This design comes from an exercise in tuning for small area, a short achievable clock period and few clock cycles on the open sky130 flow, not from production work.
RTL that was checked went through simulation tests only; none was proved equivalent to the original.
Function not checked in runs 3 to 6: the RTL went through the layout flow alone.
No activity file was given, so power comes from the tool's default toggle rates.

`design/flow/config.mk`:
```
export PLATFORM = sky130hd
export DESIGN_NAME = symcodec_rx
export DESIGN_NICKNAME = symcodec_rx
export VERILOG_FILES = /design/flow/design.v
export SDC_FILE = /design/flow/constraint.sdc
export NUM_CORES = 4
export LEC_CHECK = 0
export ABC_AREA = 1
export CAP_MARGIN = 20
export CORE_MARGIN = 2
export CORE_UTILIZATION = 50
export SETUP_SLACK_MARGIN = 2.7
export SLEW_MARGIN = 20
```
`design/flow/constraint.sdc`:
```
create_clock -name core_clock -period 5.0 [get_ports {clk}]
set_input_delay 1.0000 -clock core_clock [delete_from_list [all_inputs] [get_ports {clk}]]
set_output_delay 1.0000 -clock core_clock [all_outputs]
set_load 0.01 [all_outputs]
```
`design/flow/design.v`:
```
`timescale 1ns/1ps
module symcodec_rx (
    input  wire        clk,
    input  wire        rst,
    input  wire        in_valid,
    output wire        in_ready,
    input  wire [63:0] in_data,     
    input  wire [3:0]  in_groups,   
    input  wire        in_last,     
    output reg         out_valid,
    output reg  [7:0]  out_byte,
    output reg  [2:0]  out_kind,    
    output reg         done,
    output wire [1:0]  res,         
    output wire [3:0]  cause,       
    output wire        chkmis,
    output wire [15:0] clean_bits,
    output wire [15:0] n_bytes,
    output wire [31:0] pre,
    output wire [15:0] len,
    output wire [7:0]  stored_chk,
    output wire [7:0]  calc_chk,
    output wire [15:0] bad_index,
    output wire [5:0]  bad_win
);
    localparam [2:0] K_PRE = 3'd0, K_LEN = 3'd1, K_PAY = 3'd2, K_CHK = 3'd3, K_TRAIL = 3'd4;
    function [3:0] nib6;
        input [5:0] c;
        begin
            nib6[3] = c[5];
            nib6[2] = (c[5] & c[3] & ~c[0]) | (c[4] & ~c[2] & ~c[1]) | (c[4] & ~c[0]);
            nib6[1] = (~c[5] & ~c[3] & c[0]) | (c[5] & ~c[3] & ~c[0]) |
                      (c[5] & ~c[2] & ~c[1]) | (c[4] & c[3] & ~c[0]);
            nib6[0] = c[5] ^ c[4] ^ c[1];
        end
    endfunction
    function mapped6;
        input [5:0] cw;
        begin
            case (cw)
                6'd13, 6'd14, 6'd19, 6'd21, 6'd22, 6'd25, 6'd26, 6'd28,
                6'd35, 6'd37, 6'd38, 6'd41, 6'd42, 6'd44, 6'd49, 6'd50:
                    mapped6 = 1'b1;
                default:
                    mapped6 = 1'b0;
            endcase
        end
    endfunction
    function [5:0] rev6;
        input [5:0] v;
        rev6 = {v[0], v[1], v[2], v[3], v[4], v[5]};
    endfunction
    function [7:0] join4;
        input [3:0] a;
        input [2:0] na;
        input [3:0] b;
        integer i;
        begin
            for (i = 0; i < 8; i = i + 1)
                join4[i] = (i < na) ? a[i] : (i - na < 4) ? b[i - na] : 1'b0;
        end
    endfunction
    assign in_ready = 1'b1;
    integer k, j;
    reg [3:0] s1_qb [0:1];   
    reg [2:0] s1_qn [0:1];   
    reg       s1_last;
    reg [7:0] cl_in;
    reg [1:0] pb [0:3];      
    reg [1:0] pn [0:3];      
    reg [3:0] qb [0:1];      
    reg [2:0] qn [0:1];
    always @(*) begin
        for (k = 0; k < 8; k = k + 1)
            cl_in[k] = in_valid && (in_groups > k) &&
                       ((in_data[8*k +: 8] == 8'h00) || (in_data[8*k +: 8] == 8'hFF));
        for (k = 0; k < 4; k = k + 1) begin
            pb[k][0] = cl_in[2*k] ? in_data[16*k] : in_data[16*k+8];
            pb[k][1] = in_data[16*k+8];
            pn[k]    = {1'b0, cl_in[2*k]} + {1'b0, cl_in[2*k+1]};
        end
        for (k = 0; k < 2; k = k + 1) begin
            qb[k][0] = (pn[2*k] != 2'd0) ? pb[2*k][0] : pb[2*k+1][0];
            qb[k][1] = (pn[2*k] == 2'd2) ? pb[2*k][1] :
                       (pn[2*k] == 2'd1) ? pb[2*k+1][0] : pb[2*k+1][1];
            qb[k][2] = (pn[2*k] == 2'd2) ? pb[2*k+1][0] : pb[2*k+1][1];
            qb[k][3] = pb[2*k+1][1];
            qn[k]    = {1'b0, pn[2*k]} + {1'b0, pn[2*k+1]};
        end
    end
    always @(posedge clk) begin
        s1_qb[0] <= qb[0];
        s1_qb[1] <= qb[1];
        if (rst) begin
            s1_qn[0] <= 3'd0;
            s1_qn[1] <= 3'd0;
            s1_last  <= 1'b0;
        end else begin
            s1_qn[0] <= qn[0];
            s1_qn[1] <= qn[1];
            s1_last  <= in_valid && in_last;
        end
    end
    reg [7:0] s2_c;          
    reg [3:0] s2_n;          
    reg       s2_last;
    always @(posedge clk) begin
        s2_c <= join4(s1_qb[0], s1_qn[0], s1_qb[1]);
        if (rst) begin
            s2_n    <= 4'd0;
            s2_last <= 1'b0;
        end else begin
            s2_n    <= {1'b0, s1_qn[0]} + {1'b0, s1_qn[1]};
            s2_last <= s1_last;
        end
    end
    reg [4:0] acc;           
    reg [2:0] acc_n;         
    reg [11:0] s3_w;         
    reg        s3_g0;        
    reg        s3_b0;        
    reg        s3_g1;        
    reg        s3_b1;        
    reg [3:0]  s3_n;         
    reg        s3_last;
    reg [12:0] seq;
    reg [3:0]  tot;
    reg [1:0]  nw;
    reg [4:0]  acc_nx;
    reg [2:0]  accn_nx;
    always @(*) begin
        for (j = 0; j < 13; j = j + 1) begin
            if (j < acc_n)
                seq[j] = (j < 5) ? acc[j] : 1'b0;
            else if (j - acc_n < 8)
                seq[j] = s2_c[j - acc_n];
            else
                seq[j] = 1'b0;
        end
        tot = {1'b0, acc_n} + s2_n;
        if (tot >= 4'd12) begin
            nw      = 2'd2;
            acc_nx  = {4'd0, seq[12]};
            accn_nx = tot[2:0] - 3'd4;        
        end else if (tot >= 4'd6) begin
            nw      = 2'd1;
            acc_nx  = seq[10:6];
            accn_nx = tot[2:0] - 3'd6;        
        end else begin
            nw      = 2'd0;
            acc_nx  = seq[4:0];
            accn_nx = tot[2:0];
        end
    end
    wire       m0  = mapped6(seq[5:0]);
    wire       m1  = mapped6(seq[11:6]);
    always @(posedge clk) begin
        acc  <= acc_nx;
        s3_w <= seq[11:0];
        if (rst) begin
            acc_n   <= 3'd0;
            s3_g0   <= 1'b0;
            s3_b0   <= 1'b0;
            s3_g1   <= 1'b0;
            s3_b1   <= 1'b0;
            s3_n    <= 4'd0;
            s3_last <= 1'b0;
        end else begin
            acc_n   <= s2_last ? 3'd0 : accn_nx;
            s3_g0   <= (nw != 2'd0) &&  m0;
            s3_b0   <= (nw != 2'd0) && !m0;
            s3_g1   <= nw[1] && m0 &&  m1;
            s3_b1   <= nw[1] && m0 && !m1;
            s3_n    <= s2_n;
            s3_last <= s2_last;
        end
    end
    reg        aborted;
    reg        have_low;
    reg [3:0]  low_nib;
    reg [15:0] byte_cnt;
    reg [15:0] clean_cnt;
    reg [31:0] pre_r;
    reg [15:0] len_r;
    reg [7:0]  xor_r;
    reg [7:0]  stored_r;
    reg        got_chk;
    reg        mis_r;        
    reg [5:0]  bad_r;        
    reg        chk_r;
    wire        fresh   = done;
    wire        ab_b    = aborted  && !fresh;
    wire        hl_b    = have_low && !fresh;
    wire [15:0] bc_b    = fresh ? 16'd0 : byte_cnt;
    wire [15:0] byte_inc  = byte_cnt + 16'd1;
    wire [4:0]  clean_lo  = {1'b0, clean_cnt[3:0]} + {1'b0, s3_n};
    wire [11:0] clean_hi1 = clean_cnt[15:4] + 12'd1;
    wire [15:0] clean_sum = {clean_lo[4] ? clean_hi1 : clean_cnt[15:4], clean_lo[3:0]};
    wire [7:0]  x_b     = fresh ? 8'd0  : xor_r;
    wire        gc_b    = got_chk  && !fresh;
    wire [5:0] w0 = s3_w[5:0];
    wire [5:0] w1 = s3_w[11:6];
    wire [3:0] d0 = nib6(w0);
    wire [3:0] d1 = nib6(w1);
    wire g0   = s3_g0 && !ab_b;
    wire g1   = s3_g1 && !ab_b;
    wire bad0 = s3_b0 && !ab_b;
    wire bad1 = s3_b1 && !ab_b;
    wire bad  = bad0 || bad1;
    wire       byte_go  = hl_b ? g0 : g1;
    wire [7:0] new_byte = hl_b ? {d0[3:0], low_nib} : {d1[3:0], d0[3:0]};
    wire        is6     = (byte_cnt == 16'd6);
    wire        ge7     = (byte_cnt[15:3] != 13'd0) || (byte_cnt[2:0] == 3'd7);
    wire        at_pre  = fresh || (byte_cnt[15:2] == 14'd0);
    wire        at_len  = !fresh && (byte_cnt[15:1] == 15'd2);
    wire        at_chk  = !fresh && !got_chk &&
                          (is6 ? (len_r == 16'd0) : (ge7 && chk_r));
    reg  [2:0]  kind;
    always @(*) begin
        if (at_pre)      kind = K_PRE;
        else if (at_len) kind = K_LEN;
        else if (gc_b)   kind = K_TRAIL;
        else if (at_chk) kind = K_CHK;
        else             kind = K_PAY;
    end
    wire ab_nx = ab_b || bad;
    wire gc_nx = gc_b || (byte_go && at_chk);
    wire clr   = s3_last && (ab_nx || !gc_nx);
    wire [7:0] wr_byte = clr ? 8'd0 : new_byte;
    always @(posedge clk) begin
        if (clr || (byte_go && bc_b == 16'd0)) pre_r[7:0]   <= wr_byte;
        if (clr || (byte_go && bc_b == 16'd1)) pre_r[15:8]  <= wr_byte;
        if (clr || (byte_go && bc_b == 16'd2)) pre_r[23:16] <= wr_byte;
        if (clr || (byte_go && bc_b == 16'd3)) pre_r[31:24] <= wr_byte;
        if (clr || (byte_go && bc_b == 16'd4)) len_r[7:0]   <= wr_byte;
        if (clr || (byte_go && bc_b == 16'd5)) len_r[15:8]  <= wr_byte;
        if (clr || (byte_go && at_chk))        stored_r     <= wr_byte;
        if (bad)
            bad_r <= bad0 ? rev6(w0) : rev6(w1);
        out_byte <= new_byte;
        if (g0 && !(hl_b ^ g1))
            low_nib <= g1 ? d1[3:0] : d0[3:0];
        out_kind <= kind;
        if (byte_go)
            chk_r <= (byte_cnt == len_r + 16'd5);
        if (rst) begin
            aborted   <= 1'b0;
            have_low  <= 1'b0;
            byte_cnt  <= 16'd0;
            clean_cnt <= 16'd0;
            xor_r     <= 8'd0;
            got_chk   <= 1'b0;
            mis_r     <= 1'b0;
            out_valid <= 1'b0;
            done      <= 1'b0;
        end else begin
            aborted   <= ab_nx;
            have_low  <= hl_b ^ g0 ^ g1;
            byte_cnt  <= fresh ? {15'd0, byte_go} : byte_go ? byte_inc : byte_cnt;
            clean_cnt <= fresh ? {12'd0, s3_n} : clean_sum;
            if (clr)
                xor_r <= 8'd0;
            else if (byte_go && kind <= K_PAY)
                xor_r <= x_b ^ new_byte;
            else
                xor_r <= x_b;
            got_chk   <= gc_nx;
            if (clr)
                mis_r <= 1'b0;
            else if (byte_go && at_chk)
                mis_r <= (new_byte != x_b);
            out_valid <= byte_go;
            done      <= s3_last;
        end
    end
    assign res        = {aborted || !got_chk, 1'b1};
    assign cause      = aborted ? 4'd4 : !got_chk ? 4'd5 : mis_r ? 4'd3 : 4'd0;
    assign chkmis     = mis_r;
    assign clean_bits = clean_cnt;
    assign n_bytes    = byte_cnt;
    assign pre        = pre_r;
    assign len        = len_r;
    assign stored_chk = stored_r;
    assign calc_chk   = xor_r;
    assign bad_index  = {byte_cnt[14:0], have_low};
    assign bad_win    = bad_r;
endmodule
```
`design/flow/flow/run.sh`:
```
#!/bin/bash
# Standard ORFS layout (standard.sh: the standard flow's synthesis, floorplan, place, CTS,
# route, finish) with one change: the buffers that buffer_ports puts on every
# input and output port are sky130_fd_sc_hd__buf_1 cells instead of the
# default pick. The full make output goes to standard.log in this folder;
# each ORFS step's own log stays under orfs/logs/.
set -euo pipefail
export BUFFER_PORTS_ARGS="-buffer_cell sky130_fd_sc_hd__buf_1"
bash standard.sh > standard.log 2>&1
```
`design/flow/standard.sh`:
```
#!/bin/bash
# synth_recipe.tcl (not shown) runs the flow's synth.tcl, then flattens the netlist and writes it again
# the make line also repeats each setting of config.mk as NAME=value (left out here)
make -C /OpenROAD-flow-scripts/flow DESIGN_CONFIG=/design/flow/config.mk WORK_HOME=/design/flow/orfs CLKGATE_MAP_FILE= SYNTH_SCRIPT=/design/flow/synth_recipe.tcl "${@:-finish}"
```
==> impl_metrics.tcl, run 1 <==
set metrics [dict create \
    outcome "finished clean" \
    worstPathArrival_ps 2700 \
    clock_skew_ps 13.4 \
    layout.nets 1535 \
    fmax_mhz 428 \
    post_synthesis_cells 1161 \
    synth_top_cell_area_share 0.240 \
    ctsHoldBuffers 0 \
    synth_largest_area_cell "dfxtp_1" \
    floorplan.io_pins 211 \
    layout_worst_path_cycle_share 0.468 \
    layout.cells.most_common_list "nand2_1, buf_1, inv_1" \
    clock_sink_count 181 \
    routed_wirelength_mm 25.4 \
    timing.critical_path.required_ps 5360 \
    yosys_warnings 11 \
    holdPathEnd "s3_n[2]" \
    first_global_vias 7542 \
    min_path_type "reg2reg" \
    die_area_um2 20200 \
    fin_setup_tns_ps 0 \
    first_pass_iters 5 \
    final_max_slew_viol_count 0 \
    post_synth_edffs 67 \
    criticalPathCategory "reg2reg" \
    crit_path_end_kind "flop" \
    detailedRoute.firstIterationViolations 460 \
    crit_path_max_fanout 7 \
    seq_area_frac_synth 0.451 \
    portBuffers 207 \
    peak_supply_drop_uv 231 \
    gp_congestion 0.858 \
    clock_path_buffers 2 \
    cts.reportedPaths.clkPinSlew_ps 70 \
    insertedDiodeCount 0 \
    slew-limit-headroom 0.532 \
    register_bit_total_from_synthesis 181 \
    maxCapViolations 0 \
    report.final.setup_viol 0 \
    final-hold-violation-count 0 \
    cpPeakStageDelay_ps 400 \
    clk_root_buffer_cell "clkbuf_16" \
    grt_overflow_total 0 \
    stdcell_area_um2 12200 \
    tritoncts_clock_tree "yes" \
    synth-async-reset-ratio 0 \
    syn2layout_area_growth_pct 27.9 \
    standard_cell_area_after_detailed_placement_um2 10500 \
    routed-via-count 8553 \
    grt_max_degree 27 \
    share_seq_of_total_power 0.512 \
    crit_start "acc_n[2]" \
    synth.cell_area_um2 9520 \
    die_boundary_width_um 142 \
    layout.area.seq_um2 4320 \
    global_route_usage_over_all_layers 0.240 \
    max_slew.worst_pin.slew_ps 697 \
    grt_antenna_before_repair 0 \
    whs_path_depth 2 \
    vias_per_cell 5.16 \
    cpMaxStageDelayCell "dfxtp_4" \
    ys_dominant_reg_cell "dfxtp_1" \
    combined_area_of_the_multi_input_logic_cells_um2 5050 \
    postSynthAreaPerCell_um2 8.20 \
    reg2reg_to "s3_b1" \
    power_share_of_the_combinational_group 0.061 \
    initial_utilization 0.509 \
    wire_per_inst_um 15.3 \
    r2r.worst_path.cells 14 \
    final.fill_count 1606 \
    share_of_cells_above_drive_strength_1 0.188 \
    antenna_left 0 \
    timing.hold.worst.start "s2_n[2]" \
    clkLatencyLatePin_ps 430 \
    rsz_0062_raised_after_global_routing "yes" \
    y_dimension_of_the_die_um 142 \
    post_synth_main_area_contributors "dfxtp_1, edfxtp_1, nand2_1" \
    reg2reg_from "acc_n[2]" \
    setup.reg_to_reg.worst_slack_ps 2660 \
    power.share.switching 0.234 \
    grt_first_pass_wirelength_mm 38.2 \
    yosysUniqueCellTypes 59 \
    cp-start-kind "flop" \
    hpwl_mm 18.3 \
    cts_inserted_buffers 17 \
    power.static_leakage_uw 0.00499 \
    pwr-share-clk 0.427 \
    final_period_minus_worst_setup_slack_ps 2340 \
    internal_power_uw 2320 \
    htree_num_levels 4 \
    final_common_cell "nand2_1" \
    power.net_switching_uw 709 \
    count_of_unresolved_drc_violations_after_routing 0 \
    fp-row-count 50 \
    p_per_area_nw_per_um2 248 \
    fp.coreArea_um2 18700 \
    crit_chain "clkinvlp_4, ha_4, a21oi_1, o21ai_1, nand4_1, o21ai_2, inv_2, ha_4, nand3_4, nand3_4, nand3_2, nand2_2, nand3_2, nor2_2" \
]
## final cells by class
| type | count | area share |
|---|---|---|
| Inverter | 160 | 0.0525 |
| Timing Repair inverter | 1 | 0.000514 |
| Sequential cell | 181 | 0.355 |
| Clock buffer | 19 | 0.0364 |
| Clock inverter | 13 | 0.00987 |
| Tap cell | 234 | 0.0241 |
| Multi-Input combinational cell | 786 | 0.415 |
| Timing Repair Buffer | 264 | 0.108 |
## synthesized netlist by cell type (all sizes together) (3+ instances only)
cell type  instances
a21oi             59
buf               29
clkbuf             7
dfxtp            114
edfxtp            67
fa                 5
ha                47
inv              158
nand2            251
nand3             79
nand3b             4
nand4             29
nor2             125
nor3              13
nor4              16
o21a              11
o21ai             75
o21bai             3
o22ai              3
o2bb2ai            5
or2                8
xnor2              6
xor2              23
## state kept, by name, indices dropped and copies added, names as in the netlist, 5 cells and up
| name | flops |
|---|---|
| stored_r | 8 |
| len_r | 16 |
| s3_w | 12 |
| s1_qb | 8 |
| byte_cnt | 16 |
| s2_c | 8 |
| acc | 5 |
| bad_r | 6 |
| clean_cnt | 16 |
| pre_r | 32 |
| xor_r | 8 |
| s1_qn | 6 |
| out_byte | 8 |
## per-stage QoR
step / instances / hold WS (ps) / power, uW / worst slack [ps] / utilization
5_1_grt: 1658 / 457 / 3130 / 2540 / 0.651
4_1_cts: 1637 / 434 / 3010 / 2700 / 0.618
3_3_place_gp: 1572 / 416 / 1720 / 1940 / 0.561
2_1_floorplan: 1162 / 388 / 1660 / 2470 / -
6_report: 1658 / 432 / 3020 / 2660 / 0.651
3_5_place_dp: 1572 / 423 / 1730 / 2100 / 0.561
## how the worst max path moves through the flow
stage / endpoint / slack [ps] / cells after the start
6_report: s3_b1 / 2660 / 14
3_3_place_gp: len_r[14] / 1940 / 8
4_1_cts: s3_g0 / 2700 / 15
2_1_floorplan: s1_qn[0][1] / 2470 / 11
3_5_place_dp: len_r[3] / 2100 / 8
5_1_grt: s3_g1 / 2540 / 14
## worst max-delay path, delay by kind of cell, from the launching register on
| kind | cells | cell delay, ps |
|---|---|---|
| AOI/OAI and AO/OA | 3 | 240 |
| adders and majority gates | 2 | 650 |
| DFF | 1 | 400 |
| and+or+nand+nor | 7 | 690 |
| buffers and inverters | 2 | 280 |
## power by group through the flow
stage               clock [uW]  sequential (uW)  combinational (uW)
floorplan                    0             1580                77.7
global placement             0             1580                 141
detailed placement           0             1580                 142
CTS                       1300             1550                 154
global route              1370             1550                 202
finish                    1290             1550                 183
## metal layers
metal | vias up | GRT usage | share of wire
li1 | 4326 | - | -
met1 | 3914 | 0.317 | 0.44
met2 | 271 | 0.409 | 0.50
met3 | 42 | 0.0437 | 0.048
met4 | 0 | 0.0637 | 0.018
met5 | - | 0 | 0
## timing repair
action                                  4_1_cts  5_1_grt
pin swaps                                    22       51
gates cloned                                  2        0
setup buffers                                31       21
endpoints found under the setup margin      129      130
endpoints found under the hold margin         0        0
gates resized for setup                      67      129
## cells by family after synthesis
| group | share of synthesized area |
|---|---|
| flip-flops | 0.451 |
| XOR/XNOR | 0.0267 |
| AO/OA/AOI/OAI | 0.101 |
| other | 0.000789 |
| adder cells (fa/ha/maj) | 0.0723 |
| buffers and inverters | 0.0882 |
| multiplexers | 0.00210 |
| AND/OR/NAND/NOR | 0.258 |
Testbench counts, summed over its fixed seeds: cycles 15,365.
==> inputs of run 2 (changes only) <==
--- a/design/flow/config.mk
+++ b/design/flow/config.mk
@@ -5,7 +5,6 @@
 export SDC_FILE = /design/flow/constraint.sdc
 export NUM_CORES = 4
 export LEC_CHECK = 0
-export ABC_AREA = 1
 export CAP_MARGIN = 20
 export CORE_MARGIN = 2
 export CORE_UTILIZATION = 50
==> impl_metrics.tcl, run 2 <==
set metrics [dict create \
    antenna_left 0 \
    first_pass_iters 5 \
    first_global_vias 7652 \
    synth-async-reset-ratio 0 \
    largest_register_ffs 32 \
    post-synth-top-count-cell "dfxtp_1" \
    final_period_minus_worst_setup_slack_ps 2890 \
    max_flop_register "pre_r" \
    slew-limit-headroom 0.525 \
    fmax_mhz 345 \
    final_max_slew_viol_count 0 \
    layout_worst_path_cycle_share 0.579 \
    crit_chain "clkinvlp_4, ha_4, mux4_2, a31oi_4, ha_4, nor2_2, and3_1, or3_1, a32o_2, nor3b_2" \
    gp_congestion 0.878 \
    stdcell_area_um2 12600 \
    grt_max_degree 45 \
    routed_wirelength_mm 26.1 \
    maxCapViolations 0 \
    synthAdderAreaFrac 0.0717 \
    detailedRoute.firstIterationViolations 422 \
    register_bit_total_from_synthesis 181 \
    cts_inserted_buffers 17 \
    y_dimension_of_the_die_um 143 \
    yosysUniqueCellTypes 82 \
    final-hold-violation-count 0 \
    power.static_leakage_uw 0.00472 \
    clock_sink_count 181 \
    die_boundary_width_um 143 \
    synth_top_cell_area_share 0.238 \
    routed-via-count 8140 \
    share_of_cells_above_drive_strength_1 0.243 \
    grt_overflow_total 0 \
    postSynthAreaPerCell_um2 9.91 \
    clk_root_buffer_cell "clkbuf_16" \
    initial_utilization 0.511 \
    clock_path_buffers 2 \
    outcome "finished clean" \
    p_per_area_nw_per_um2 242 \
    post_synth_edffs 67 \
    vias_per_cell 5.56 \
    ctsHoldBuffers 0 \
    ys_top_cells_by_count "dfxtp_1, nor2_1, edfxtp_1" \
    clkLatencyLatePin_ps 430 \
    yosys_warnings 11 \
    timing.critical_path.required_ps 5300 \
    cts.reportedPaths.clkPinSlew_ps 70 \
    clock_skew_ps 8.77 \
    worstPathArrival_ps 3190 \
    grt_antenna_before_repair 0 \
    worstPathBufferInverterCount 1 \
    fin_setup_tns_ps 0 \
    rsz_0062_raised_after_global_routing "yes" \
    hpwl_mm 18.5 \
    tritoncts_clock_tree "yes" \
    synth_top_family_by_area "simple AND/OR/NAND/NOR gates" \
    crit_path_end_kind "flop" \
    max_slew.worst_pin.slew_ps 712 \
    synth.cell_area_um2 9600 \
    post_synthesis_cells 969 \
    portBuffers 207 \
    worst_hold_slack_ps 450 \
    peak_supply_drop_uv 241 \
    synth_largest_area_cell "dfxtp_1" \
    cpMaxStageDelayCell "mux4_2" \
    fp.coreArea_um2 18800 \
    layout.area.seq_um2 4330 \
    floorplan.io_pins 211 \
    wire_per_inst_um 17.8 \
    count_of_unresolved_drc_violations_after_routing 0 \
    area_fraction_in_compound_gates_after_synthesis 0.103 \
    min_path_type "reg2reg" \
    crit_path_max_fanout 4 \
    global_route_usage_over_all_layers 0.253 \
    crit_path_frequent_cell "ha_4" \
    muxShareOfSynthArea 0.0667 \
    grt_first_pass_wirelength_mm 40.2 \
    synth-simple-area-share 0.199 \
    combined_area_of_the_multi_input_logic_cells_um2 5730 \
    critical-path-top-delay-family "simple AND/OR/NAND/NOR gates" \
    cp-start-kind "flop" \
    cpPeakStageDelay_ps 530 \
    seq_area_frac_synth 0.447 \
    ys_dominant_reg_cell "dfxtp_1" \
    post_synth_main_area_contributors "dfxtp_1, edfxtp_1, ha_1" \
    syn2layout_area_growth_pct 31.5 \
    standard_cell_area_after_detailed_placement_um2 10700 \
    die_area_um2 20300 \
    criticalPathCategory "reg2reg" \
    final.fill_count 1435 \
    htree_num_levels 4 \
    xor_xnor_share_of_the_synthesized_area 0.0577 \
    layout.cells.most_common_list "buf_1, dfxtp_1, edfxtp_1" \
    final_common_cell "buf_1" \
    report.final.setup_viol 0 \
    layout.nets 1340 \
    fp-row-count 50 \
]
==> run 2: area by class of cell <==
cell class                      count  share of cell area
Multi-Input combinational cell    677               0.454
Sequential cell                   181               0.343
Timing Repair Buffer              280               0.114
Clock buffer                       19              0.0368
Tap cell                          234              0.0232
Inverter                           59              0.0184
Clock inverter                     13              0.0104
Antenna cell                        1            0.000198
==> run 2: stage by stage <==
stage          setup WS (ps)  utilization  power, uW  std cells
4_1_cts                 2150        0.649       3060       1443
6_report                2110        0.672       3050       1464
5_1_grt                 2010        0.672       3150       1463
2_1_floorplan           2160            -       1660        970
3_5_place_dp            1850        0.568       1720       1361
3_3_place_gp            1900        0.568       1720       1361
==> run 2: cell families (layout without fill, tap and decap cells) <==
family	after synthesis	count (layout)
simple gates	360	360
xor+xnor	60	60
other cells	2	4
mux	49	49
buf+inv	113	371
flops	181	181
fa+ha+maj	52	52
compound gates	152	153
==> run 2: where the power goes <==
group	internal [uW]	switching, uW
clock	744	596
sequential	1540	15.6
combinational	71.3	92.9
total	2350	704
==> run 2: timing repair <==
action / CTS / global route
buffers inserted: 49 / 20
setup endpoints to repair: 154 / 155
resized for setup: 117 / 70
hold endpoints to repair: 0 / 0
pin swaps: 44 / 27
cloned: 1 / 0
==> run 2: path summary, 6_finish.rpt <==
check                 from      end  slack, ps  cells after the start
setup / recovery  acc_n[1]    s3_b0       2110                     10
hold reg to reg    s1_last  s2_last        450                      1
hold / removal     s1_last  s2_last        450                      1
setup reg to reg  acc_n[1]    s3_b0       2110                     10
==> run 2: metal layers <==
| metal | up-vias | share of wire | GRT usage |
|---|---|---|---|
| met5 | - | 0 | 0 |
| met4 | 0 | 0.019 | 0.0834 |
| met3 | 38 | 0.048 | 0.0485 |
| met2 | 242 | 0.51 | 0.434 |
| met1 | 3884 | 0.42 | 0.320 |
| li1 | 3976 | - | - |
==> inputs of run 3 (changes only) <==
--- a/design/flow/design.v
+++ b/design/flow/design.v
@@ -188,7 +188,8 @@
     reg        mis_r;        
     reg [5:0]  bad_r;        
     reg        chk_r;
-    wire        fresh   = done;
+    reg         rst_d;
+    wire        fresh   = done || rst_d;
     wire        ab_b    = aborted  && !fresh;
     wire        hl_b    = have_low && !fresh;
     wire [15:0] bc_b    = fresh ? 16'd0 : byte_cnt;
@@ -243,32 +244,26 @@
         out_kind <= kind;
         if (byte_go)
             chk_r <= (byte_cnt == len_r + 16'd5);
-        if (rst) begin
-            aborted   <= 1'b0;
-            have_low  <= 1'b0;
-            byte_cnt  <= 16'd0;
-            clean_cnt <= 16'd0;
-            xor_r     <= 8'd0;
-            got_chk   <= 1'b0;
-            mis_r     <= 1'b0;
+        aborted   <= ab_nx;
+        have_low  <= hl_b ^ g0 ^ g1;
+        byte_cnt  <= fresh ? {15'd0, byte_go} : byte_go ? byte_inc : byte_cnt;
+        clean_cnt <= fresh ? {12'd0, s3_n} : clean_sum;
+        if (clr)
+            xor_r <= 8'd0;
+        else if (byte_go && kind <= K_PAY)
+            xor_r <= x_b ^ new_byte;
+        else
+            xor_r <= x_b;
+        got_chk   <= gc_nx;
+        if (clr)
+            mis_r <= 1'b0;
+        else if (byte_go && at_chk)
+            mis_r <= (new_byte != x_b);
+        rst_d <= rst;
+        if (rst) begin
             out_valid <= 1'b0;
             done      <= 1'b0;
         end else begin
-            aborted   <= ab_nx;
-            have_low  <= hl_b ^ g0 ^ g1;
-            byte_cnt  <= fresh ? {15'd0, byte_go} : byte_go ? byte_inc : byte_cnt;
-            clean_cnt <= fresh ? {12'd0, s3_n} : clean_sum;
-            if (clr)
-                xor_r <= 8'd0;
-            else if (byte_go && kind <= K_PAY)
-                xor_r <= x_b ^ new_byte;
-            else
-                xor_r <= x_b;
-            got_chk   <= gc_nx;
-            if (clr)
-                mis_r <= 1'b0;
-            else if (byte_go && at_chk)
-                mis_r <= (new_byte != x_b);
             out_valid <= byte_go;
             done      <= s3_last;
         end
--- a/design/flow/config.mk
+++ b/design/flow/config.mk
@@ -5,6 +5,7 @@
 export SDC_FILE = /design/flow/constraint.sdc
 export NUM_CORES = 4
 export LEC_CHECK = 0
+export ABC_AREA = 1
 export CAP_MARGIN = 20
 export CORE_MARGIN = 2
 export CORE_UTILIZATION = 50
==> impl_metrics.tcl, run 3 <==
set metrics [dict create \
    floorplan.io_pins 211 \
    global_route_usage_over_all_layers 0.229 \
    timing.critical_path.required_ps 5370 \
    yosysUniqueCellTypes 60 \
    clock_sink_count 182 \
    grt_antenna_before_repair 0 \
    fmax_mhz 432 \
    area_fraction_in_compound_gates_after_synthesis 0.0834 \
    layout.cells.most_common_list "nand2_1, buf_1, inv_1" \
    final_max_slew_viol_count 0 \
    final-hold-violation-count 0 \
    ys_dominant_reg_cell "dfxtp_1" \
    antenna_left 0 \
    gp_congestion 0.857 \
    slew-limit-headroom 0.635 \
    outcome "finished clean" \
    final.fill_count 1584 \
    cp-start-kind "flop" \
    crit_path_max_fanout 5 \
    synth-async-reset-ratio 0 \
    layout_worst_path_cycle_share 0.463 \
    worstPathArrival_ps 2690 \
    postSynthAreaPerCell_um2 8.24 \
    combined_area_of_the_multi_input_logic_cells_um2 4940 \
    synth_top_cell_area_share 0.240 \
    ys_top_cells_by_count "nand2_1, inv_1, dfxtp_1" \
    cpPeakStageDelay_ps 410 \
    vias_per_cell 5.08 \
    maxCapViolations 0 \
    routed-via-count 8365 \
    layout.nets 1523 \
    hpwl_mm 17.2 \
    max_slew.worst_pin.slew_ps 542 \
    cpMaxStageDelayCell "dfxtp_4" \
    share_of_cells_above_drive_strength_1 0.187 \
    first_global_vias 7618 \
    clock_path_buffers 2 \
    post_synth_main_area_contributors "dfxtp_1, edfxtp_1, nand2_1" \
    clock_skew_ps 16.3 \
    xor_xnor_share_of_the_synthesized_area 0.0378 \
    yosys_warnings 11 \
    min_path_type "reg2reg" \
    largest_register_ffs 32 \
    post_synthesis_cells 1152 \
    initial_utilization 0.509 \
    cts.reportedPaths.clkPinSlew_ps 70 \
    grt_first_pass_wirelength_mm 36.7 \
    y_dimension_of_the_die_um 142 \
    crit_path_end_kind "flop" \
    whs_path_depth 2 \
    r2r.worst_path.cells 13 \
    power.static_leakage_uw 0.00496 \
    synth.cell_area_um2 9500 \
    post_layout_utilization_of_the_core 0.652 \
    peak_supply_drop_uv 254 \
    fp-row-count 50 \
    max_flop_register "pre_r" \
    report.final.setup_viol 0 \
    portBuffers 207 \
    cts_inserted_buffers 17 \
    criticalPathCategory "reg2reg" \
    detailedRoute.firstIterationViolations 466 \
    holdPathEnd "s2_last" \
    tritoncts_clock_tree "yes" \
    muxShareOfSynthArea 0.00316 \
    p_per_area_nw_per_um2 257 \
    fp.coreArea_um2 18600 \
    ctsHoldBuffers 0 \
    timing.hold.worst.start "s1_last" \
    insertedDiodeCount 0 \
    clk_root_buffer_cell "clkbuf_16" \
    synth_top_family_by_area "simple AND/OR/NAND/NOR gates" \
    grt_max_degree 35 \
    routed_wirelength_mm 23.7 \
    final_period_minus_worst_setup_slack_ps 2310 \
    syn2layout_area_growth_pct 28.0 \
    count_of_unresolved_drc_violations_after_routing 0 \
    fin_setup_tns_ps 0 \
    wire_per_inst_um 14.4 \
    layout.area.seq_um2 4350 \
    setup.reg_to_reg.worst_slack_ps 2690 \
    synth_largest_area_cell "dfxtp_1" \
    final_common_cell "nand2_1" \
    htree_num_levels 4 \
    reg2reg_to "s3_b1" \
    reg2reg_from "acc_n[0]" \
    first_pass_iters 5 \
    post_synth_edffs 68 \
    die_area_um2 20100 \
    clkLatencyLatePin_ps 440 \
    worst_hold_slack_ps 398 \
    rsz_0062_raised_after_global_routing "yes" \
    synth-simple-area-share 0.256 \
    seq_area_frac_synth 0.455 \
    register_bit_total_from_synthesis 182 \
    standard_cell_area_after_detailed_placement_um2 10400 \
    grt_overflow_total 0 \
    stdcell_area_um2 12200 \
    crit_chain "inv_8, ha_4, ha_4, o31ai_4, nand3_1, o21a_1, ha_4, nand3_2, nand3_2, nand3_2, nand2_2, nand3_2, nor2_1" \
    crit_path_frequent_cell "nand3_2" \
    post-synth-top-count-cell "nand2_1" \
    die_boundary_width_um 142 \
    synthAdderAreaFrac 0.0725 \
]
## run 3: cell types whose count changed in the layout (fill, tap and decap cells not counted), sizes merged, moves of 21 or more
cell	before	now
buf	273	252
inv	64	167
mux2i	25	3
nand2	61	254
nand3	24	76
nor2	81	117
nor2b	30	0
o21ai	45	72
xnor2	34	9
## run 3: critical path: cells and delay by family, from the launching register on
kind / cells / cell delay, ps
compound gates: 2 / 420
buf+inv: 1 / 40
flops: 1 / 410
simple gates: 7 / 660
fa+ha+maj: 3 / 710
## run 3: layout make-up
| class | count | share of cell area |
|---|---|---|
| Clock buffer | 17 | 0.0350 |
| Clock inverter | 15 | 0.0177 |
| Inverter | 164 | 0.0558 |
| Multi-Input combinational cell | 775 | 0.406 |
| Sequential cell | 182 | 0.358 |
| Tap cell | 234 | 0.0241 |
| Timing Repair Buffer | 259 | 0.103 |
## run 3: timing repair
item	in CTS	in global routing
gates resized for setup	81	98
buffers inserted	22	28
gates cloned	0	4
setup endpoints to repair	146	146
pin swaps	28	53
## run 3: worst max-delay path by stage
stage	start	to	slack, ps	depth (start not counted)
final	acc_n[0]	s3_b1	2690	13
after global routing	acc_n[0]	s3_b1	2550	16
after CTS	in_data[28]	s1_qn[0][1]	2650	9
after detailed placement	done	pre_r[12]	1920	9
after global placement	done	pre_r[10]	2010	9
after floorplan	in_data[28]	s1_qn[0][1]	2400	8
## run 3: per-layer routing
layer,up-vias,track usage,part of all wire
li1,4284,-,-
met1,3842,0.286,0.44
met2,207,0.407,0.51
met3,32,0.0351,0.038
met4,0,0.0747,0.020
met5,-,0,0
## run 3: where the power goes
part	switching, uW	internal (uW)	leakage [uW]
Sequential	9.94	1550	0.00156
Combinational	115	70.7	0.00310
Clock	687	697	0.000302
Total	812	2320	0.00496
## run 3: per-stage QoR
step,total power [uW],worst slack (ps),instances
final,3130,2690,1646
after global routing,3240,2550,1646
after CTS,3130,2650,1614
after detailed placement,1740,1920,1560
after global placement,1740,2010,1560
after floorplan,1680,2400,1153
## run 3: cells by family after synthesis
logic type | Yosys count
adder cells (fa/ha/maj) | 52
AND/OR/NAND/NOR | 530
AO/OA/AOI/OAI | 143
other | 2
XOR/XNOR | 41
buffers and inverters | 199
multiplexers | 3
flip-flops | 182
==> inputs of run 4 (changes only) <==
--- a/design/flow/design.v
+++ b/design/flow/design.v
@@ -103,19 +103,36 @@
     end
     reg [7:0] s2_c;          
     reg [3:0] s2_n;          
+    reg [2:0] s2_r;          
+    reg       s2_v0;         
+    reg       s2_v1;         
     reg       s2_last;
+    reg [2:0] left_n;        
+    wire [3:0] n_cmp = {1'b0, s1_qn[0]} + {1'b0, s1_qn[1]};
+    wire [3:0] tot   = {1'b0, left_n} + n_cmp;
+    wire       tot6  = (tot >= 4'd6);
+    wire       tot12 = (tot >= 4'd12);
+    wire [2:0] left_nx = tot12 ? tot[2:0] - 3'd4 :      
+                         tot6  ? tot[2:0] - 3'd6 :      
+                                 tot[2:0];
     always @(posedge clk) begin
         s2_c <= join4(s1_qb[0], s1_qn[0], s1_qb[1]);
+        s2_r <= left_n;
         if (rst) begin
             s2_n    <= 4'd0;
+            s2_v0   <= 1'b0;
+            s2_v1   <= 1'b0;
             s2_last <= 1'b0;
-        end else begin
-            s2_n    <= {1'b0, s1_qn[0]} + {1'b0, s1_qn[1]};
+            left_n  <= 3'd0;
+        end else begin
+            s2_n    <= n_cmp;
+            s2_v0   <= tot6;
+            s2_v1   <= tot12;
             s2_last <= s1_last;
+            left_n  <= s1_last ? 3'd0 : left_nx;
         end
     end
     reg [4:0] acc;           
-    reg [2:0] acc_n;         
     reg [11:0] s3_w;         
     reg        s3_g0;        
     reg        s3_b0;        
@@ -124,41 +141,22 @@
     reg [3:0]  s3_n;         
     reg        s3_last;
     reg [12:0] seq;
-    reg [3:0]  tot;
-    reg [1:0]  nw;
-    reg [4:0]  acc_nx;
-    reg [2:0]  accn_nx;
     always @(*) begin
         for (j = 0; j < 13; j = j + 1) begin
-            if (j < acc_n)
+            if (j < s2_r)
                 seq[j] = (j < 5) ? acc[j] : 1'b0;
-            else if (j - acc_n < 8)
-                seq[j] = s2_c[j - acc_n];
+            else if (j - s2_r < 8)
+                seq[j] = s2_c[j - s2_r];
             else
                 seq[j] = 1'b0;
         end
-        tot = {1'b0, acc_n} + s2_n;
-        if (tot >= 4'd12) begin
-            nw      = 2'd2;
-            acc_nx  = {4'd0, seq[12]};
-            accn_nx = tot[2:0] - 3'd4;        
-        end else if (tot >= 4'd6) begin
-            nw      = 2'd1;
-            acc_nx  = seq[10:6];
-            accn_nx = tot[2:0] - 3'd6;        
-        end else begin
-            nw      = 2'd0;
-            acc_nx  = seq[4:0];
-            accn_nx = tot[2:0];
-        end
     end
     wire       m0  = mapped6(seq[5:0]);
     wire       m1  = mapped6(seq[11:6]);
     always @(posedge clk) begin
-        acc  <= acc_nx;
+        acc  <= s2_v1 ? {4'd0, seq[12]} : s2_v0 ? seq[10:6] : seq[4:0];
         s3_w <= seq[11:0];
         if (rst) begin
-            acc_n   <= 3'd0;
             s3_g0   <= 1'b0;
             s3_b0   <= 1'b0;
             s3_g1   <= 1'b0;
@@ -166,11 +164,10 @@
             s3_n    <= 4'd0;
             s3_last <= 1'b0;
         end else begin
-            acc_n   <= s2_last ? 3'd0 : accn_nx;
-            s3_g0   <= (nw != 2'd0) &&  m0;
-            s3_b0   <= (nw != 2'd0) && !m0;
-            s3_g1   <= nw[1] && m0 &&  m1;
-            s3_b1   <= nw[1] && m0 && !m1;
+            s3_g0   <= s2_v0 &&  m0;
+            s3_b0   <= s2_v0 && !m0;
+            s3_g1   <= s2_v1 && m0 &&  m1;
+            s3_b1   <= s2_v1 && m0 && !m1;
             s3_n    <= s2_n;
             s3_last <= s2_last;
         end
==> impl_metrics.tcl, run 4 <==
set metrics [dict create \
    crit_path_end_kind "flop" \
    muxShareOfSynthArea 0.00106 \
    timing.critical_path.required_ps 5330 \
    syn2layout_area_growth_pct 29.1 \
    worstPathArrival_ps 2790 \
    grt_first_pass_wirelength_mm 36.9 \
    yosysUniqueCellTypes 49 \
    grt_max_degree 24 \
    cp-start-kind "flop" \
    floorplan.io_pins 211 \
    detailedRoute.firstIterationViolations 349 \
    tritoncts_clock_tree "yes" \
    register_bit_total_from_synthesis 187 \
    largest_register_ffs 32 \
    synth_top_cell_area_share 0.252 \
    routed-via-count 8324 \
    final-hold-violation-count 0 \
    max_slew.worst_pin.slew_ps 763 \
    gp_congestion 0.894 \
    fp-row-count 50 \
    global_route_usage_over_all_layers 0.229 \
    outcome "finished clean" \
    synth_top_family_by_area "simple AND/OR/NAND/NOR gates" \
    vias_per_cell 5.09 \
    p_per_area_nw_per_um2 261 \
    synth-async-reset-ratio 0 \
    clock_skew_ps 15.9 \
    cts.reportedPaths.clkPinSlew_ps 70 \
    rsz_0062_raised_after_global_routing "yes" \
    postSynthAreaPerCell_um2 8.26 \
    post_synthesis_cells 1144 \
    fmax_mhz 406 \
    clkLatencyLatePin_ps 440 \
    post-synth-top-count-cell "nand2_1" \
    yosys_warnings 11 \
    report.final.setup_viol 0 \
    standard_cell_area_after_detailed_placement_um2 10400 \
    max_flop_register "pre_r" \
    ys_top_cells_by_count "nand2_1, inv_1, dfxtp_1" \
    post_synth_main_area_contributors "dfxtp_1, edfxtp_1, nand2_1" \
    antenna_left 0 \
    die_boundary_width_um 141 \
    crit_chain "ha_4, fa_2, inv_2, fa_2, xor2_4, inv_2, ha_4, inv_2, o21ai_2, nand2_2, nand2_2, xnor2_1, nor2_1" \
    area_fraction_in_compound_gates_after_synthesis 0.0994 \
    cts_inserted_buffers 17 \
    seq_area_frac_synth 0.468 \
    final_max_slew_viol_count 0 \
    insertedDiodeCount 0 \
    ys_dominant_reg_cell "dfxtp_1" \
    fin_setup_tns_ps 0 \
    power.static_leakage_uw 0.00480 \
    synth_largest_area_cell "dfxtp_1" \
    cpMaxStageDelayCell "fa_2" \
    share_of_cells_above_drive_strength_1 0.198 \
    cpPeakStageDelay_ps 570 \
    clk_root_buffer_cell "clkbuf_16" \
    layout_worst_path_cycle_share 0.492 \
    grt_overflow_total 0 \
    post_synth_edffs 68 \
    layout.cells.most_common_list "nand2_1, buf_1, inv_1" \
    hpwl_mm 17.0 \
    count_of_unresolved_drc_violations_after_routing 0 \
    peak_supply_drop_uv 254 \
    clock_sink_count 187 \
    portBuffers 207 \
    first_global_vias 7715 \
    y_dimension_of_the_die_um 141 \
    grt_antenna_before_repair 0 \
    final_common_cell "nand2_1" \
    xor_xnor_share_of_the_synthesized_area 0.0334 \
    htree_num_levels 4 \
    crit_path_frequent_cell "inv_2" \
    stdcell_area_um2 12200 \
    criticalPathCategory "reg2reg" \
    fp.coreArea_um2 18600 \
    synth.cell_area_um2 9450 \
    slew-limit-headroom 0.488 \
    wire_per_inst_um 14.3 \
    synthAdderAreaFrac 0.0728 \
    layout.nets 1513 \
    routed_wirelength_mm 23.3 \
    maxCapViolations 0 \
    crit_path_max_fanout 3 \
    clock_path_buffers 2 \
    first_pass_iters 7 \
    final_period_minus_worst_setup_slack_ps 2460 \
    synth-simple-area-share 0.236 \
    initial_utilization 0.507 \
    die_area_um2 20000 \
    min_path_type "reg2reg" \
]
## run 4: cell families after synthesis
| kind of cell | after synthesis |
|---|---|
| flip-flops | 187 |
| AND/OR/NAND/NOR | 500 |
| multiplexers | 1 |
| AO/OA/AOI/OAI | 172 |
| other | 2 |
| adder cells (fa/ha/maj) | 52 |
| XOR/XNOR | 36 |
| buffers and inverters | 194 |
## run 4: worst max-delay path: cells and delay by family (launching register included)
kind | cells | cell delay (ps)
flip-flops | 1 | 360
adder cells (fa/ha/maj) | 4 | 1230
XOR/XNOR | 2 | 280
buffers and inverters | 3 | 160
AO/OA/AOI/OAI | 1 | 110
AND/OR/NAND/NOR | 3 | 210
## run 4: per-stage QoR
step                power, uW  worst slack, ps   util  cells  hold WS (ps)
global placement         1790             1580  0.560   1551           350
finish                   3180             2540  0.654   1636           354
global route             3290             2420  0.654   1636           367
CTS                      3180             2470  0.623   1610           357
floorplan                1730             2460      -   1145           335
detailed placement       1790             1440  0.560   1551           347
## run 4: routing by layer
layer | GRT usage | wire length (um)
met4 | 0.0568 | 204
met1 | 0.285 | 10300
met2 | 0.408 | 11800
met3 | 0.0479 | 1040
met5 | 0 | 0
## run 4: path summary, 6_finish.rpt
| check | start | to | slack (ps) | cells after the start |
|---|---|---|---|---|
| setup / recovery | s1_qn[0][0] | left_n[1] | 2540 | 13 |
| hold / removal | left_n[0] | s2_r[0] | 350 | 0 |
| setup reg to reg | s1_qn[0][0] | left_n[1] | 2540 | 13 |
| hold reg to reg | left_n[0] | s2_r[0] | 350 | 0 |
## run 4: power by group
group / leakage (uW) / internal (uW) / total (uW) / switching (uW)
Sequential: 0.00160 / 1590 / 1600 / 12.7
Clock: 0.000299 / 692 / 1380 / 685
Combinational: 0.00290 / 72.7 / 199 / 126
## run 4: timing repair
action	CTS	global route
buffers inserted	26	25
pin swaps	40	62
cloned	1	1
endpoints found under the setup margin	160	142
gates resized for setup	97	116
hold buffers	0	0
## run 4: area by class of cell
class / count / area [um2]
clock buffer: 17 / 425
clock inverter: 15 / 205
fill: 1596 / 6440
inverter: 159 / 628
multi-input combinational: 765 / 4950
sequential: 187 / 4450
tap: 234 / 293
timing repair buffer: 258 / 1240
timing repair inverter: 1 / 6.26
==> inputs of run 5 (changes only) <==
--- a/design/flow/config.mk
+++ b/design/flow/config.mk
@@ -9,5 +9,6 @@
 export CAP_MARGIN = 20
 export CORE_MARGIN = 2
 export CORE_UTILIZATION = 50
+export CTS_BUF_LIST = sky130_fd_sc_hd__clkbuf_8
 export SETUP_SLACK_MARGIN = 2.7
 export SLEW_MARGIN = 20
==> impl_metrics.tcl, run 5 <==
set metrics [dict create \
    outcome "finished clean" \
    share_of_cells_above_drive_strength_1 0.198 \
    wire_per_inst_um 14.2 \
    insertedDiodeCount 0 \
    syn2layout_area_growth_pct 27.3 \
    cts_inserted_buffers 17 \
    cts.reportedPaths.clkPinSlew_ps 110 \
    report.final.setup_viol 0 \
    grt_overflow_total 0 \
    synth_largest_area_cell "dfxtp_1" \
    internal_power_uw 2060 \
    antenna_left 0 \
    max_slew.worst_pin.slew_ps 760 \
    clock_sink_count 187 \
    die_boundary_width_um 141 \
    clk_root_buffer_cell "clkbuf_8" \
    layout_worst_path_cycle_share 0.492 \
    tritoncts_clock_tree "yes" \
    whs_path_depth 0 \
    yosys_warnings 11 \
    rsz_0062_raised_after_global_routing "yes" \
    power.share.switching 0.275 \
    routed_wirelength_mm 23.3 \
    final_max_slew_viol_count 0 \
    grt_first_pass_wirelength_mm 36.7 \
    fp.coreArea_um2 18600 \
    holdPathEnd "s2_r[0]" \
    cp-start-kind "flop" \
    p_per_area_nw_per_um2 236 \
    ys_dominant_reg_cell "dfxtp_1" \
    seq_area_frac_synth 0.468 \
    portBuffers 207 \
    synth-async-reset-ratio 0 \
    final-hold-violation-count 0 \
    final_common_cell "nand2_1" \
    postSynthAreaPerCell_um2 8.26 \
    synth.cell_area_um2 9450 \
    vias_per_cell 5.09 \
    reg2reg_from "s1_qn[0][0]" \
    clkLatencyLatePin_ps 480 \
    peak_supply_drop_uv 178 \
    share_seq_of_total_power 0.565 \
    stdcell_area_um2 12000 \
    routed-via-count 8350 \
    ys_top_cells_by_count "nand2_1, inv_1, dfxtp_1" \
    timing.hold.worst.start "left_n[0]" \
    post-synth-top-count-cell "nand2_1" \
    standard_cell_area_after_detailed_placement_um2 10400 \
    postLayoutSetupSlackWorst_ps 2540 \
    die_area_um2 20000 \
    gp_congestion 0.894 \
    first_pass_iters 5 \
    largest_register_ffs 32 \
    post_synth_edffs 68 \
    initial_utilization 0.507 \
    timing.critical_path.required_ps 5380 \
    floorplan.io_pins 211 \
    final.fill_count 1639 \
    pwr-share-clk 0.367 \
    setup.reg_to_reg.worst_slack_ps 2540 \
    worstPathArrival_ps 2840 \
    fin_setup_tns_ps 0 \
    hpwl_mm 17.0 \
    yosysUniqueCellTypes 49 \
    synth_top_cell_area_share 0.252 \
    power.net_switching_uw 782 \
    layout.nets 1519 \
    post_synthesis_cells 1144 \
    grt_max_degree 24 \
    power.total_uw 2840 \
    first_global_vias 7716 \
    global_route_usage_over_all_layers 0.228 \
    count_of_unresolved_drc_violations_after_routing 0 \
    final_period_minus_worst_setup_slack_ps 2460 \
    htree_num_levels 4 \
    fp-row-count 50 \
    r2r.worst_path.cells 13 \
    pre_cts_ws_ps 1440 \
    detailedRoute.firstIterationViolations 305 \
    power_share_of_the_combinational_group 0.069 \
    crit_path_end_kind "flop" \
    slew-limit-headroom 0.490 \
    clock_skew_ps 22.9 \
    clock_path_buffers 2 \
    reg2reg_to "left_n[1]" \
    register_bit_total_from_synthesis 187 \
    grt_antenna_before_repair 0 \
    power.static_leakage_uw 0.00474 \
    crit_path_max_fanout 3 \
    maxCapViolations 0 \
    post_synth_main_area_contributors "dfxtp_1, edfxtp_1, nand2_1" \
    y_dimension_of_the_die_um 141 \
    min_path_type "reg2reg" \
    layout.cells.most_common_list "nand2_1, buf_1, inv_1" \
    max_flop_register "pre_r" \
    fmax_mhz 407 \
    ctsHoldBuffers 0 \
    criticalPathCategory "reg2reg" \
]
run 5: power by group through the flow:
stage / Sequential, uW / Clock (uW) / Combinational [uW]
2_1_floorplan: 1640 / 0 / 88.8
3_3_place_gp: 1640 / 0 / 150
3_5_place_dp: 1640 / 0 / 152
4_1_cts: 1600 / 1070 / 169
5_1_grt: 1610 / 1120 / 219
6_report: 1600 / 1040 / 195
run 5: worst max path at each step:
stage | from | depth (start not counted) | endpoint
after global routing | s2_r[1] | 16 | s3_g0
final | s1_qn[0][0] | 13 | left_n[1]
after detailed placement | done | 9 | len_r[4]
after global placement | done | 9 | pre_r[6]
after floorplan | in_data[32] | 11 | s1_qn[1][1]
after CTS | s1_qn[0][0] | 13 | left_n[1]
run 5: critical path: stages (launching register included):
cell     delay, ps
dfxtp_4        360
ha_4           160
fa_2           550
inv_2           50
fa_2           380
xor2_4         170
inv_2           90
ha_4           130
inv_2           30
o21ai_2        110
nand2_2         90
nand2_2         70
xnor2_1        110
nor2_1          60
run 5: routing by layer:
metal  global-route usage  wire (um)  vias up
li1                     -          -     4280
met1                0.285      10300     3840
met2                0.407      11700      203
met3               0.0371        985       27
met4               0.0668        291        0
met5                    0          0        -
run 5: through the flow:
step,std cells,hold slack [ps],utilization
after global routing,1642,384,0.645
after global placement,1551,350,0.560
after CTS,1610,372,0.609
final,1642,370,0.645
after floorplan,1145,335,-
after detailed placement,1551,347,0.560
run 5: layout make-up:
type | count | area, um2 | share of cell area
Multi-Input combinational cell | 764 | 4950 | 0.411
Sequential cell | 187 | 4460 | 0.371
Inverter | 159 | 631 | 0.0524
Clock buffer | 17 | 234 | 0.0194
Timing Repair inverter | 1 | 6.26 | 0.000520
Timing Repair Buffer | 265 | 1260 | 0.104
Clock inverter | 15 | 205 | 0.0171
Tap cell | 234 | 293 | 0.0243
run 5: cell families after synthesis:
group                    after synthesis  synth area share
adder cells (fa/ha/maj)               52            0.0728
flip-flops                           187             0.468
AO/OA/AOI/OAI                        172            0.0994
multiplexers                           1           0.00106
buffers and inverters                194            0.0883
AND/OR/NAND/NOR                      500             0.236
other                                  2          0.000794
XOR/XNOR                              36            0.0334
run 5: what timing repair did:
action                     4_1_cts  5_1_grt
gates cloned                     1        0
buffers inserted                26       32
setup endpoints to repair      160      145
hold endpoints to repair         0        0
pin swaps                       30       58
gates resized for setup         78      127
==> inputs of run 6 (changes only) <==
--- a/design/flow/design.v
+++ b/design/flow/design.v
@@ -175,7 +175,7 @@
     reg        aborted;
     reg        have_low;
     reg [3:0]  low_nib;
-    reg [15:0] byte_cnt;
+    reg [12:0] byte_cnt;
     reg [15:0] clean_cnt;
     reg [31:0] pre_r;
     reg [15:0] len_r;
@@ -189,8 +189,8 @@
     wire        fresh   = done || rst_d;
     wire        ab_b    = aborted  && !fresh;
     wire        hl_b    = have_low && !fresh;
-    wire [15:0] bc_b    = fresh ? 16'd0 : byte_cnt;
-    wire [15:0] byte_inc  = byte_cnt + 16'd1;
+    wire [12:0] bc_b    = fresh ? 13'd0 : byte_cnt;
+    wire [12:0] byte_inc  = byte_cnt + 13'd1;
     wire [4:0]  clean_lo  = {1'b0, clean_cnt[3:0]} + {1'b0, s3_n};
     wire [11:0] clean_hi1 = clean_cnt[15:4] + 12'd1;
     wire [15:0] clean_sum = {clean_lo[4] ? clean_hi1 : clean_cnt[15:4], clean_lo[3:0]};
@@ -207,10 +207,10 @@
     wire bad  = bad0 || bad1;
     wire       byte_go  = hl_b ? g0 : g1;
     wire [7:0] new_byte = hl_b ? {d0[3:0], low_nib} : {d1[3:0], d0[3:0]};
-    wire        is6     = (byte_cnt == 16'd6);
-    wire        ge7     = (byte_cnt[15:3] != 13'd0) || (byte_cnt[2:0] == 3'd7);
-    wire        at_pre  = fresh || (byte_cnt[15:2] == 14'd0);
-    wire        at_len  = !fresh && (byte_cnt[15:1] == 15'd2);
+    wire        is6     = (byte_cnt == 13'd6);
+    wire        ge7     = (byte_cnt[12:3] != 10'd0) || (byte_cnt[2:0] == 3'd7);
+    wire        at_pre  = fresh || (byte_cnt[12:2] == 11'd0);
+    wire        at_len  = !fresh && (byte_cnt[12:1] == 12'd2);
     wire        at_chk  = !fresh && !got_chk &&
                           (is6 ? (len_r == 16'd0) : (ge7 && chk_r));
     reg  [2:0]  kind;
@@ -240,10 +240,10 @@
             low_nib <= g1 ? d1[3:0] : d0[3:0];
         out_kind <= kind;
         if (byte_go)
-            chk_r <= (byte_cnt == len_r + 16'd5);
+            chk_r <= ({3'd0, byte_cnt} == len_r + 16'd5);
         aborted   <= ab_nx;
         have_low  <= hl_b ^ g0 ^ g1;
-        byte_cnt  <= fresh ? {15'd0, byte_go} : byte_go ? byte_inc : byte_cnt;
+        byte_cnt  <= fresh ? {12'd0, byte_go} : byte_go ? byte_inc : byte_cnt;
         clean_cnt <= fresh ? {12'd0, s3_n} : clean_sum;
         if (clr)
             xor_r <= 8'd0;
@@ -269,11 +269,11 @@
     assign cause      = aborted ? 4'd4 : !got_chk ? 4'd5 : mis_r ? 4'd3 : 4'd0;
     assign chkmis     = mis_r;
     assign clean_bits = clean_cnt;
-    assign n_bytes    = byte_cnt;
+    assign n_bytes    = {3'd0, byte_cnt};
     assign pre        = pre_r;
     assign len        = len_r;
     assign stored_chk = stored_r;
     assign calc_chk   = xor_r;
-    assign bad_index  = {byte_cnt[14:0], have_low};
+    assign bad_index  = {2'd0, byte_cnt, have_low};
     assign bad_win    = bad_r;
 endmodule
--- a/design/flow/config.mk
+++ b/design/flow/config.mk
@@ -9,6 +9,5 @@
 export CAP_MARGIN = 20
 export CORE_MARGIN = 2
 export CORE_UTILIZATION = 50
-export CTS_BUF_LIST = sky130_fd_sc_hd__clkbuf_8
 export SETUP_SLACK_MARGIN = 2.7
 export SLEW_MARGIN = 20
==> impl_metrics.tcl, run 6 <==
set metrics [dict create \
    final_common_cell "nand2_1" \
    ctsHoldBuffers 0 \
    synth-async-reset-ratio 0 \
    postSynthAreaPerCell_um2 8.14 \
    fp-row-count 50 \
    ys_dominant_reg_cell "dfxtp_1" \
    rsz_0062_raised_after_global_routing "yes" \
    clkLatencyLatePin_ps 430 \
    max_flop_register "pre_r" \
    htree_num_levels 4 \
    share_of_cells_above_drive_strength_1 0.206 \
    peak_supply_drop_uv 236 \
    count_of_unresolved_drc_violations_after_routing 0 \
    crit_path_max_fanout 3 \
    layout.area.seq_um2 4390 \
    cts.reportedPaths.clkPinSlew_ps 70 \
    seq_area_frac_synth 0.459 \
    final.fill_count 1632 \
    final_period_minus_worst_setup_slack_ps 2440 \
    standard_cell_area_after_detailed_placement_um2 10500 \
    wire_per_inst_um 14.0 \
    grt_overflow_total 0 \
    die_area_um2 20100 \
    combined_area_of_the_multi_input_logic_cells_um2 4940 \
    fmax_mhz 409 \
    fp.coreArea_um2 18600 \
    yosysUniqueCellTypes 52 \
    cts_inserted_buffers 17 \
    fin_setup_tns_ps 0 \
    clock_skew_ps 11.0 \
    register_bit_total_from_synthesis 184 \
    post_synth_edffs 68 \
    criticalPathCategory "reg2reg" \
    largest_register_ffs 32 \
    layout.cells.most_common_list "nand2_1, buf_1, inv_1" \
    final_max_slew_viol_count 0 \
    routed_wirelength_mm 23.3 \
    crit_path_end_kind "flop" \
    global_route_usage_over_all_layers 0.218 \
    floorplan.io_pins 211 \
    clock_path_buffers 2 \
    share_seq_of_total_power 0.502 \
    first_global_vias 7356 \
    report.final.setup_viol 0 \
    tritoncts_clock_tree "yes" \
    initial_utilization 0.509 \
    insertedDiodeCount 0 \
    post_layout_utilization_of_the_core 0.663 \
    gp_congestion 0.834 \
    slew-limit-headroom 0.525 \
    min_path_type "reg2reg" \
    power.net_switching_uw 779 \
    synth_largest_area_cell "dfxtp_1" \
    max_slew.worst_pin.slew_ps 708 \
    maxCapViolations 0 \
    p_per_area_nw_per_um2 254 \
    final-hold-violation-count 0 \
    stdcell_area_um2 12400 \
    internal_power_uw 2370 \
    y_dimension_of_the_die_um 142 \
    detailedRoute.firstIterationViolations 390 \
    synth_top_cell_area_share 0.245 \
    ys_top_cells_by_count "nand2_1, inv_1, dfxtp_1" \
    outcome "finished clean" \
    cp-start-kind "flop" \
    post_synthesis_cells 1167 \
    r2r.worst_path.cells 15 \
    grt_first_pass_wirelength_mm 35.4 \
    grt_max_degree 26 \
    clock_sink_count 184 \
    clk_root_buffer_cell "clkbuf_16" \
    layout_top_registers "pre_r: 32 flops, clean_cnt: 16 flops, len_r: 16 flops" \
    power.share.switching 0.248 \
    hpwl_mm 16.7 \
    pwr-share-clk 0.432 \
    post-synth-top-count-cell "nand2_1" \
    vias_per_cell 5.02 \
    synth.cell_area_um2 9500 \
    power_share_of_the_combinational_group 0.066 \
    portBuffers 202 \
    layout_worst_path_cycle_share 0.489 \
    whs_path_depth 0 \
    post_synth_main_area_contributors "dfxtp_1, edfxtp_1, nand2_1" \
    routed-via-count 8375 \
    yosys_warnings 11 \
    grt_antenna_before_repair 0 \
    die_boundary_width_um 142 \
    layout.nets 1546 \
    power.static_leakage_uw 0.00518 \
    worstPathArrival_ps 2770 \
    antenna_left 0 \
    first_pass_iters 5 \
    syn2layout_area_growth_pct 30.2 \
    timing.critical_path.required_ps 5330 \
]
-- run 6: changes by cell type in the layout (fill, tap and decap cells not counted), moves of 9 or more --
cell,before,now
buf_1,196,184
clkbuf_16,0,17
clkbuf_8,17,0
inv_1,130,153
nand2_1,208,217
nand3_1,48,59
-- run 6: timing repair --
action	CTS	global route
pin swaps	22	47
gates cloned	2	1
gates resized for setup	67	131
setup endpoints to repair	147	136
setup buffers	18	45
-- run 6: per-layer routing --
metal  vias to the layer above  wire (um)  GRT usage
li1                       4313          -          -
met2                       187      12000      0.387
met3                        25        987     0.0385
met5                         -          0          0
met4                         0        284     0.0484
met1                      3850       9980      0.280
-- run 6: logic make-up (layout without fill, tap and decap cells) --
logic type	count (synthesis)	count (layout)	share of synthesized area
AND/OR/NAND/NOR	514	516	0.243
adder cells (fa/ha/maj)	52	52	0.0725
buffers and inverters	224	484	0.103
XOR/XNOR	26	26	0.0254
multiplexers	1	1	0.00105
flip-flops	184	184	0.459
other	2	8	0.000791
AO/OA/AOI/OAI	164	164	0.0947
-- run 6: power groups by stage --
| stage | Clock, uW | Combinational, uW | Sequential, uW |
|---|---|---|---|
| 2_1_floorplan | 0 | 100 | 1610 |
| 3_3_place_gp | 0 | 160 | 1610 |
| 3_5_place_dp | 0 | 161 | 1610 |
| 4_1_cts | 1380 | 181 | 1580 |
| 5_1_grt | 1440 | 233 | 1580 |
| 6_report | 1360 | 209 | 1580 |
-- run 6: worst max-delay path: stages, from the launching register on --
cell and delay [ps]:
dfxtp_4 360, ha_4 120, inv_2 40, fa_2 330, or2_4 270, nand2_4 70, ha_4 220, nand2_4 70
nor2_4 40, a211oi_4 200, xnor2_2 190, inv_2 100, nor2_2 90, a21oi_1 40, o21bai_1 160, inv_1 50
-- run 6: worst paths after layout --
check	from	endpoint	slack [ps]
max reg2reg	s1_qn[0][0]	left_n[2]	2560
min	left_n[0]	s2_r[0]	350
min reg2reg	left_n[0]	s2_r[0]	350
max	s1_qn[0][0]	left_n[2]	2560
-- run 6: metrics by stage --
step	std cells	hold slack [ps]	setup WS, ps	total power, uW
global placement	1571	349	1820	1770
detailed placement	1571	348	1740	1780
CTS	1623	351	2560	3140
global route	1669	364	2420	3250
finish	1669	350	2560	3140
floorplan	1173	335	2510	1720
-- run 6: layout make-up --
cell class	count	share of cell area
Timing Repair Buffer	266	0.111
Sequential cell	184	0.355
Clock inverter	14	0.0141
Multi-Input combinational cell	767	0.400
Timing Repair inverter	1	0.000708
Inverter	185	0.0616
Tap cell	234	0.0237
Clock buffer	18	0.0347

==> re-timing with driven ports <==
The flow's constraints put no driver on any port. The routed layouts listed below were extracted and timed again, unchanged, in two steps. Step 1 assumes that a clkbuf_16 drives the clock port and a buf_2 every other input. Step 2 times the ports against the registers' clock, not the clock port: input delays grow and output delays shrink by t, the midpoint of the rising clock arrivals with the driver on. a / b / c = no drivers / after step 1 / after step 2; a / b = the first two.
run	t (ns)	setup slack, ns	hold slack, ns	worst register clock-pin slew, ns	worst data-port slew with drivers (ns)
run 1	0.457	2.662 / 2.662 / 2.264	0.432 / 0.432 / 0.432	0.07 / 0.07	0.06
run 2	0.471	2.105 / 2.105 / 2.056	0.450 / 0.450 / 0.450	0.07 / 0.07	0.07
run 3	0.476	2.686 / 2.686 / 2.228	0.398 / 0.398 / 0.398	0.08 / 0.08	0.05
run 4	0.476	2.538 / 2.538 / 2.291	0.354 / 0.354 / 0.354	0.08 / 0.08	0.05
run 5	0.514	2.541 / 2.541 / 2.251	0.370 / 0.370 / 0.370	0.12 / 0.12	0.05
run 6	0.469	2.557 / 2.557 / 2.304	0.350 / 0.350 / 0.350	0.08 / 0.08	0.04
After both steps every run listed still meets setup and hold. The setup slack of run 3, which loses most, moves by 0.000 ns with the drivers and by -0.458 ns with both steps.
